Source: an optimization exercise on an open RTL-to-GDS flow (aim: small area, a short achievable clock period and few clock cycles per item). Production flows keep margins and buffers that such runs may drop.
In this exercise RTL edits were held to simulation tests only and were not proved equivalent to the original.
No activity file was given, so power comes from the tool's default toggle rates.

## acc_correlator
module acc_correlator (
    input  wire        clk,
    input  wire        rst,              
    input  wire        cfg_valid,
    output wire        cfg_ready,
    input  wire [2:0]  cfg_op,
    input  wire [63:0] cfg_code,         
    input  wire [7:0]  cfg_len,
    input  wire [31:0] cfg_value,
    input  wire        cfg_detect_inv,
    input  wire        in_valid,
    output wire        in_ready,
    input  wire        in_bit,
    output wire        out_valid,
    output wire [2:0]  out_data,
    output wire        idle,
    output wire        configured,
    output wire        invert,
    output wire [5:0]  status,
    output wire        irq,
    output wire [15:0] bit_count,
    output wire [15:0] ambig_count,
    output wire [15:0] last_ambig_bit
);
export LEC_CHECK = 0
export CAP_MARGIN = 20
export CORE_MARGIN = 2
export CORE_UTILIZATION = 60
export PLACE_DENSITY = 0.7
export SLEW_MARGIN = 20
create_clock -name core_clock -period 10.0 [get_ports {clk}]
standard.sh (not shown) runs the stock make flow with config.mk's settings and CLKGATE_MAP_FILE= SYNTH_SCRIPT=/design/flow/synth_recipe.tcl, a recipe that flattens the netlist after the stock synthesis.
==> flow/flow/run.sh <==
#!/bin/bash
# The standard layout (standard.sh: standard synthesis, floorplan, power
# grid, placement, CTS, routing), with three layout choices:
#  - each port still gets its own buffer, a plain buf_1 instead of the default
#    delay buffer;
#  - clock tree synthesis without dummy loads;
#  - timing repair aimed at a larger setup margin;
set -euo pipefail
MARGIN=${MARGIN:-6.8}
bash standard.sh \
  "BUFFER_PORTS_ARGS=-buffer_cell sky130_fd_sc_hd__buf_1" \
  "CTS_ARGS=-sink_clustering_enable -repair_clock_nets -dont_use_dummy_load -buf_list {sky130_fd_sc_hd__clkbuf_4 sky130_fd_sc_hd__clkbuf_8}" \
  "ADDER_MAP_FILE=" "SETUP_SLACK_MARGIN=$MARGIN" "TNS_END_PERCENT=100" \
  finish > flow_standard.log 2>&1
Testbench counts at the start, summed over its fixed seeds: cycles 32,024, items 32,000.
Rerun with:
==> flow/run.sh (new file) <==
#!/bin/bash
# synth_recipe.tcl (not shown) runs the flow's synth.tcl, then flattens the netlist and writes it again
# the make line also repeats each setting of config.mk as NAME=value (left out here)
make -C /OpenROAD-flow-scripts/flow DESIGN_CONFIG=/design/flow/config.mk WORK_HOME=/design/flow/orfs CLKGATE_MAP_FILE= SYNTH_SCRIPT=/design/flow/synth_recipe.tcl finish
Settings changed: CTS_BUF_LIST set to sky130_fd_sc_hd__clkbuf_4 sky130_fd_sc_hd__clkbuf_8, SETUP_SLACK_MARGIN set to 5.
removed: flow/flow/run.sh
removed: flow/standard.sh
The changed run passed the timing, design-rule and antenna checks.
Global-route usage shrinks by 1.9 points.
Flip-flop and latch count does not change.
Worst setup slack got worse by 0.42 ns.
Rerun with:
==> flow/flow/run.sh (new file) <==
#!/bin/bash
# The standard layout (standard.sh: standard synthesis, floorplan, power
# grid, placement, CTS, routing), with three layout choices:
#  - each port still gets its own buffer, a plain buf_1 instead of the default
#    delay buffer;
#  - clock tree synthesis without dummy loads;
set -euo pipefail
MARGIN=${MARGIN:-6.8}
bash standard.sh \
  "BUFFER_PORTS_ARGS=-buffer_cell sky130_fd_sc_hd__buf_1" \
  "CTS_ARGS=-sink_clustering_enable -repair_clock_nets -dont_use_dummy_load -buf_list {sky130_fd_sc_hd__clkbuf_4 sky130_fd_sc_hd__clkbuf_8}" \
  "SETUP_SLACK_MARGIN=$MARGIN" "TNS_END_PERCENT=100" \
  finish > flow_standard.log 2>&1
==> flow/standard.sh (new file) <==
#!/bin/bash
# synth_recipe.tcl (not shown) runs the flow's synth.tcl, then flattens the netlist and writes it again
# the make line also repeats each setting of config.mk as NAME=value (left out here)
make -C /OpenROAD-flow-scripts/flow DESIGN_CONFIG=/design/flow/config.mk WORK_HOME=/design/flow/orfs CLKGATE_MAP_FILE= SYNTH_SCRIPT=/design/flow/synth_recipe.tcl "${@:-finish}"
Settings changed: CTS_BUF_LIST sky130_fd_sc_hd__clkbuf_4 sky130_fd_sc_hd__clkbuf_8 to not set, SETUP_SLACK_MARGIN 5 to not set.
removed: flow/run.sh
- cell area climbs by 3.1%
- hold slack is worse by 0.0039 ns
- combinational power rises by 22%
- die area stays the same
- non-clock buffer count rose by 95
- clock-buffer cell count goes down by 42
- sequential power grows by about 2%
- worst setup slack improved by 0.34 ns
- global-route usage rose by 2.6 points

-- what the ideal ports hide --
The results above use ideal ports. As a check the final layouts listed here were re-extracted and re-timed, cells and wires unchanged. Step 1 sets driving cells, clkbuf_16 on the clock port and buf_2 on the other inputs (assumed; they add their load-dependent delay and slew). Step 2 times the ports against the registers' clock, not the clock port: input delays grow and output delays shrink by t, the midpoint of the rising clock arrivals with the driver on. Three values: ideal, step 1, step 2; two values: the first two.
run | t (ns) | setup slack, ns | latest minus earliest clock arrival (ns) | worst data-port slew with drivers (ns) | cell pins on the clock port's net
the first run | 0.636 | 5.669 / 5.669 / 5.669 | 0.092 / 0.092 | 0.04 | 1
the second run | 0.632 | 5.252 / 5.252 / 5.149 | 0.032 / 0.032 | 0.08 | 1
the third run | 0.590 | 5.597 / 5.597 / 5.597 | 0.061 / 0.061 | 0.06 | 1
After both steps setup and hold are still met in every run listed. For the second run, which loses most, drivers alone change the setup slack by 0.000 ns; drivers and shift together by -0.103 ns.
